Source: an optimization exercise on an open RTL-to-GDS flow (aim: small area, a short achievable clock period and few clock cycles per item). Production flows keep margins and buffers that such runs may drop.
Where RTL was checked, it was by simulation tests only, not by an equivalence proof against the original.

## job 104
// erf_crc0
module erf_crc0 (
    input  wire        clk,
    input  wire        rst,
    input  wire        in_valid,
    output reg         in_ready,
    input  wire [1:0]  in_op,
    input  wire [15:0] in_data,
    output reg         out_valid,
    input  wire        out_ready,
    output reg  [15:0] out_crc
);
    localparam [1:0] OP_BUILD  = 2'd0;
    localparam [1:0] OP_SEED   = 2'd1;
    localparam [1:0] OP_BYTE   = 2'd2;
    localparam [1:0] OP_FINISH = 2'd3;
    function [7:1] quot_inv;
        input [15:9] p;
        reg   [7:0]  h;
        integer      d, k;
        begin
            h = 8'h01;
            for (d = 1; d < 8; d = d + 1) begin
                h[d] = 1'b0;
                for (k = 1; k <= d; k = k + 1)
                    h[d] = h[d] ^ (p[16-k] & h[d-k]);
            end
            quot_inv = h[7:1];
        end
    endfunction
    function [15:0] table_of;
        input [15:0] poly;
        input [7:0]  h;
        input [7:0]  x;
        reg   [7:0]  q;      
        reg   [15:0] r;
  ...
Size: ~560 cells after synthesis, ~85 flip-flops, ~5000 um2 of cells after synthesis.
Settings: LEC_CHECK=0, CAP_MARGIN=20, CORE_MARGIN=2, CORE_UTILIZATION=40, GPL_TIMING_DRIVEN=0, PLACE_DENSITY=0.6, SLEW_MARGIN=20, SYNTH_MEMORY_MAX_BITS=8192; clock period 8.0 ns.
standard.sh (not shown) runs the stock make flow with config.mk's settings and CLKGATE_MAP_FILE= SYNTH_SCRIPT=/design/flow/synth_recipe.tcl, a recipe that flattens the netlist after the stock synthesis.
==> flow/flow/run.sh <==
#!/bin/bash
# The standard layout (the standard.sh, unchanged synthesis) with three
# changes to how ORFS builds it:
#   - port buffers use buf_1 instead of the default clkdlybuf4s50_1
#   - clock tree synthesis without dummy loads, with clkbuf_4/clkbuf_8
#     and clusters of up to 30 sinks
set -euo pipefail
export SETUP_SLACK_MARGIN=5.5
export BUFFER_PORTS_ARGS="-buffer_cell sky130_fd_sc_hd__buf_1"
export CTS_ARGS="-sink_clustering_enable -repair_clock_nets -dont_use_dummy_load -buf_list {sky130_fd_sc_hd__clkbuf_4 sky130_fd_sc_hd__clkbuf_8} -sink_clustering_size 30"
bash standard.sh > standard.log 2>&1
Testbench counts of job 104, summed over its fixed seeds: cycles 20,140, bytes 18,751.
Inputs modified between job 104 and job 101:
- putting TNS_END_PERCENT at 0 where nothing was set
- clearing GPL_TIMING_DRIVEN, which used to be 0
--- outcome ---
Setup slack after placement in job 101 is 0.096 ns lower than in job 104. Diff job 104 -> job 101 | detailed-router iteration count before antenna repair | decrease of 1. Job 101 against job 104: final standard cell area without fillers went down; final-layout fill cell count has increased.

Starting RTL as in the previous note.
==> flow/config.mk <==
export PLATFORM = sky130hd
export DESIGN_NAME = erf_crc0
export DESIGN_NICKNAME = erf_crc0
export VERILOG_FILES = /design/flow/design.v
export SDC_FILE = /design/flow/constraint.sdc
export NUM_CORES = 4
export LEC_CHECK = 0
export CAP_MARGIN = 20
export CORE_MARGIN = 2
export CORE_UTILIZATION = 40
export PLACE_DENSITY = 0.6
export SLEW_MARGIN = 20
export SYNTH_MEMORY_MAX_BITS = 8192
export TNS_END_PERCENT = 10
==> flow/constraint.sdc <==
create_clock -name core_clock -period 8.0 [get_ports {clk}]
set_input_delay 1.6000 -clock core_clock [delete_from_list [all_inputs] [get_ports {clk}]]
set_output_delay 1.6000 -clock core_clock [all_outputs]
set_load 0.01 [all_outputs]
Scripts as last shown in full above: flow/flow/run.sh
The first run passed the timing, DRC and antenna checks.
Testbench counts at the start, summed over its fixed seeds: cycles 20,140, bytes 18,751.
Next try:
TNS_END_PERCENT = default   (was 10)
Outcome: Count of clock-buffer cells in the layout stays the same; setup slack improved by 54 ps; via count increases slightly; hold slack is about the same; wire length decreases slightly; design area increases slightly.
Next try:
--- a/flow/flow/run.sh
+++ b/flow/flow/run.sh
@@ -7,3 +7,3 @@
 set -euo pipefail
-export SETUP_SLACK_MARGIN=5.5
+export SETUP_SLACK_MARGIN=5.3
 export BUFFER_PORTS_ARGS="-buffer_cell sky130_fd_sc_hd__buf_1"
Result: The new run passed the timing, DRC and antenna checks; routed wire length went down by 1.3%; die area stays the same; worst setup slack gets worse by 78 ps; cell count falls by 1.5%; via count drops by 2.9%; hold slack barely changes; non-clock buffer count came out lower by 11; clock-buffer cell count stays the same.
Next try:
--- a/flow/flow/run.sh
+++ b/flow/flow/run.sh
@@ -7,3 +7,3 @@
 set -euo pipefail
-export SETUP_SLACK_MARGIN=5.3
+export SETUP_SLACK_MARGIN=5.6
 export BUFFER_PORTS_ARGS="-buffer_cell sky130_fd_sc_hd__buf_1"
Sequential share of layout area is lower by 1.9 points.
First-iteration DRC count went up by 10%.
Wire length rises by 4.6%.
Clock-buffer cell count stays the same.
Cell count increases by 3.4%.
Synthesized area is unchanged.
Via count goes up by 5.7%.
Non-clock buffer count rises by 25.
Next try:
--- a/flow/flow/run.sh
+++ b/flow/flow/run.sh
@@ -7,3 +7,3 @@
 set -euo pipefail
-export SETUP_SLACK_MARGIN=5.6
+export SETUP_SLACK_MARGIN=5.4
 export BUFFER_PORTS_ARGS="-buffer_cell sky130_fd_sc_hd__buf_1"
After rerunning: Synthesized cell count does not change. Sequential share of layout area goes up by 2.1 points. Design area goes down by a few percent. Fmax fell slightly. Cell count came out lower by a few percent. Critical path depth came out higher by 3. Worst setup slack degrades by 42 ps. Global-route usage drops by 0.62 points. Wire length goes down by a few percent.

== 10-20 ==
erf_crc0, a different RTL version from the one above (not shown whole).
Size in the first run: ~550 cells after synthesis, ~85 flip-flops, about 40 I/O pins.
export LEC_CHECK = 0
export CAP_MARGIN = 20
export CORE_MARGIN = 2
export CORE_UTILIZATION = 40
export PLACE_DENSITY = 0.6
export SLEW_MARGIN = 20
export SYNTH_HIERARCHICAL = 1
export SYNTH_MEMORY_MAX_BITS = 8192
create_clock -name core_clock -period 8.0 [get_ports {clk}]
==> flow/flow/run.sh <==
#!/bin/bash
# The standard layout (the standard.sh, unchanged synthesis) with three
# changes to how ORFS builds it:
#   - port buffers use buf_1 instead of the default clkdlybuf4s50_1
#   - clock tree synthesis without dummy loads, with clkbuf_4/clkbuf_8
#     and clusters of up to 30 sinks
set -euo pipefail
export SETUP_SLACK_MARGIN=5.5
export BUFFER_PORTS_ARGS="-buffer_cell sky130_fd_sc_hd__buf_1"
export CTS_ARGS="-sink_clustering_enable -repair_clock_nets -dont_use_dummy_load -buf_list {sky130_fd_sc_hd__clkbuf_4 sky130_fd_sc_hd__clkbuf_8} -sink_clustering_size 30"
bash standard.sh > standard.log 2>&1
Modified inputs, 01-05 compared to 10-20
diff --git a/flow/flow/run.sh b/flow/flow/run.sh
--- a/flow/flow/run.sh
+++ b/flow/flow/run.sh
@@ -7,3 +7,3 @@
 set -euo pipefail
-export SETUP_SLACK_MARGIN=5.5
+export SETUP_SLACK_MARGIN=5.4
 export BUFFER_PORTS_ARGS="-buffer_cell sky130_fd_sc_hd__buf_1"
Notes after the runs:
Delta (01-05 minus 10-20): final design instance area without fill now sits lower; first-pass GRT wire length now sits lower; minimum clock period after layout now sits higher; share of the synthesized area in compound gates (AO/OA/AOI/OAI) now sits at about the same level. Higher total routing resource utilization after global routing goes to 10-20 over 01-05.
No run of this note included a check of the RTL's function; only the layout flow was run.

The RTL this note starts from:
==> flow/design.v <==
module erf_crc0 (
    input  wire        clk,
    input  wire        rst,
    input  wire        in_valid,
    output reg         in_ready,
    input  wire [1:0]  in_op,
    input  wire [15:0] in_data,
    output reg         out_valid,
    input  wire        out_ready,
    output reg  [15:0] out_crc
);
    localparam [1:0] OP_BUILD  = 2'd0;
    localparam [1:0] OP_SEED   = 2'd1;
    localparam [1:0] OP_BYTE   = 2'd2;
    localparam [1:0] OP_FINISH = 2'd3;
    function [7:1] quot_inv;
        input [15:9] p;
        reg   [7:0]  h;
        integer      d, k;
        begin
            h = 8'h01;
            for (d = 1; d < 8; d = d + 1) begin
                h[d] = 1'b0;
                for (k = 1; k <= d; k = k + 1)
                    h[d] = h[d] ^ (p[16-k] & h[d-k]);
            end
            quot_inv = h[7:1];
        end
    endfunction
    function [15:0] table_of;
        input [15:0] poly;
        input [7:0]  h;
        input [7:0]  x;
        reg   [7:0]  q;      
        reg   [15:0] r;
        integer      i, m;
        begin
            for (i = 0; i < 8; i = i + 1) begin
                q[7-i] = 1'b0;
                for (m = 0; m <= i; m = m + 1)
                    q[7-i] = q[7-i] ^ (h[i-m] & x[7-m]);
            end
            r = 16'h0000;
            for (i = 0; i < 8; i = i + 1)
                r = r ^ ({16{q[7-i]}} & (poly << (7 - i)));
            table_of = r;
        end
    endfunction
    reg [15:0] poly;
    reg [7:1]  hq;
    reg [15:0] seed;
    reg [15:0] crc_run;
    reg        s_valid;
    reg [1:0]  s_op;
    reg [7:0]  s_x;
    reg        pending;
    wire accept   = in_valid && in_ready;
    wire fin_exec = (pending || (s_valid && s_op == OP_FINISH)) && !out_valid;
    wire restart  = fin_exec || (s_valid && !s_op[1]);    
    wire step     = s_valid && s_op == OP_BYTE;
    wire [15:0] tx = table_of(poly, {hq, 1'b1} & {8{step}}, s_x);
    reg [15:0] run_base;
    always @(*) begin
        if (step)
            run_base = {crc_run[7:0], 8'h00};
        else if (restart)
            run_base = seed;
        else
            run_base = crc_run;
    end
    wire [15:0] run_d = run_base ^ tx;
    reg pending_d, out_valid_d;
    always @(*) begin
        pending_d = (pending || (s_valid && s_op == OP_FINISH)) && out_valid;
        out_valid_d = fin_exec || (out_valid && !out_ready);
    end
    always @(posedge clk) begin
        if (accept && in_op == OP_BUILD)
            poly <= in_data;
        hq   <= quot_inv(poly[15:9]);
        s_op <= in_op;
        s_x  <= (run_base[15:8] ^ in_data[7:0]) ^ tx[15:8];
        if (fin_exec)
            out_crc <= crc_run;
    end
    always @(posedge clk) begin
        if (rst) begin
            seed      <= 16'h0000;
            crc_run   <= 16'h0000;
            s_valid   <= 1'b0;
            pending   <= 1'b0;
            out_valid <= 1'b0;
            in_ready  <= 1'b1;
        end else begin
            if (accept && in_op == OP_SEED)
                seed <= in_data;
            s_valid   <= accept;
            pending   <= pending_d;
            out_valid <= out_valid_d;
            in_ready  <= !pending_d &&
                         !(accept && in_op == OP_FINISH && out_valid_d);
            crc_run   <= run_d;
        end
    end
endmodule
export LEC_CHECK = 0
export CAP_MARGIN = 20
export CORE_MARGIN = 2
export CORE_UTILIZATION = 40
export PLACE_DENSITY = 0.6
export SLEW_MARGIN = 20
export SYNTH_MEMORY_MAX_BITS = 8192
create_clock -name core_clock -period 8.0 [get_ports {clk}]
==> flow/flow/run.sh <==
#!/bin/bash
# The standard layout (the standard.sh, unchanged synthesis) with three
# changes to how ORFS builds it:
#   - port buffers use buf_1 instead of the default clkdlybuf4s50_1
#   - clock tree synthesis without dummy loads, with clkbuf_4/clkbuf_8
#     and clusters of up to 30 sinks
set -euo pipefail
export SETUP_SLACK_MARGIN=5.7
export BUFFER_PORTS_ARGS="-buffer_cell sky130_fd_sc_hd__buf_1"
export CTS_ARGS="-sink_clustering_enable -repair_clock_nets -dont_use_dummy_load -buf_list {sky130_fd_sc_hd__clkbuf_4 sky130_fd_sc_hd__clkbuf_8} -sink_clustering_size 30"
bash standard.sh > standard.log 2>&1
The starting point finished with timing, DRC and antenna clean.
Testbench counts at the start, summed over its fixed seeds: cycles 20,151, bytes 18,751.
Change:
--- a/flow/flow/run.sh
+++ b/flow/flow/run.sh
@@ -8 +8 @@
-export SETUP_SLACK_MARGIN=5.7
+export SETUP_SLACK_MARGIN=5.4
Settings changed: CORE_UTILIZATION 40 to 65, PLACE_DENSITY 0.6 to 0.8.
What happened: Utilization rose by 20 points. Hold slack is worse by 0.0036 ns. Non-clock buffer count fell by 47. Cell area fell by 16%. Critical path depth rose by 8.
Change:
--- a/flow/flow/run.sh
+++ b/flow/flow/run.sh
@@ -8 +8 @@
-export SETUP_SLACK_MARGIN=5.4
+export SETUP_SLACK_MARGIN=5.5
Settings changed: CORE_UTILIZATION 65 to 40, PLACE_DENSITY 0.8 to 0.6.
After rerunning: Final cell count rises by 11%; register-to-register slack improves by 0.20 ns; die area rises by 59%.
Change:
--- a/flow/flow/run.sh
+++ b/flow/flow/run.sh
@@ -8 +8 @@
-export SETUP_SLACK_MARGIN=5.5
+export SETUP_SLACK_MARGIN=5
Result: Final area came out lower by about 6%. Synthesized area does not change. Synthesized cell count does not change. Via count came out lower by about 2.2%. Wire length came out lower by about 4.7%. Sequential share of layout area came out higher by 1.9 points. Worst setup slack got worse by 0.33 ns. Maximum frequency came out lower by 12%. Critical path depth came out higher by 8. Count of clock-buffer cells in the layout is unchanged.

[afterwards: timing with drivers on the ports]
In the flow no input, the clock included, has a driving cell. The finished layouts below were timed again as built, in two steps.
Step 1 sets driving cells, clkbuf_16 on the clock port and buf_2 on the other inputs (assumed; they add their load-dependent delay and slew).
Step 2 moves the port delays by t, midway between the first and last clock arrival at a register: inputs arrive t later, outputs are due t later. That takes back most of the time a late clock gives input paths.
a / b / c = ideal ports / drivers / drivers and shift; a / b = the first two.
run | t (ns) | setup slack, ns | worst hold slack (ns) | latest minus earliest clock arrival (ns) | slew at the worst register clock pin (ns)
job 104 | 0.396 | 5.501 / 5.468 / 5.200 | 0.466 / 0.466 / 0.466 | 0.017 / 0.017 | 0.08 / 0.08
job 101 | 0.395 | 5.482 / 5.447 / 5.099 | 0.456 / 0.456 / 0.456 | 0.020 / 0.020 | 0.08 / 0.08
the first run of note 2 | 0.395 | 5.480 / 5.446 / 5.105 | 0.456 / 0.456 / 0.456 | 0.018 / 0.018 | 0.08 / 0.08
the second run of note 2 | 0.378 | 5.534 / 5.500 / 5.230 | 0.457 / 0.457 / 0.457 | 0.027 / 0.026 | 0.09 / 0.09
the third run of note 2 | 0.383 | 5.456 / 5.423 / 5.114 | 0.456 / 0.456 / 0.456 | 0.013 / 0.013 | 0.08 / 0.08
the fourth run of note 2 | 0.386 | 5.513 / 5.481 / 5.261 | 0.456 / 0.456 / 0.456 | 0.018 / 0.018 | 0.08 / 0.08
the fifth run of note 2 | 0.385 | 5.471 / 5.467 / 5.093 | 0.460 / 0.460 / 0.460 | 0.027 / 0.026 | 0.09 / 0.09
10-20 | 0.391 | 5.488 / 5.477 / 5.262 | 0.449 / 0.449 / 0.449 | 0.020 / 0.021 | 0.09 / 0.09
01-05 | 0.389 | 5.462 / 5.441 / 5.266 | 0.457 / 0.457 / 0.457 | 0.020 / 0.020 | 0.09 / 0.09
the first run of note 4 | 0.410 | 5.516 / 5.475 / 5.332 | 0.445 / 0.445 / 0.445 | 0.024 / 0.024 | 0.09 / 0.09
the second run of note 4 | 0.390 | 5.367 / 5.367 / 5.193 | 0.441 / 0.441 / 0.441 | 0.020 / 0.020 | 0.09 / 0.09
the third run of note 4 | 0.377 | 5.517 / 5.485 / 5.283 | 0.452 / 0.452 / 0.452 | 0.026 / 0.025 | 0.09 / 0.09
the fourth run of note 4 | 0.387 | 5.188 / 5.188 / 5.095 | 0.448 / 0.448 / 0.448 | 0.020 / 0.020 | 0.09 / 0.09
After both steps every run listed still meets setup and hold. For job 101, which loses most, drivers alone change the setup slack by -0.035 ns; drivers and shift together by -0.383 ns.
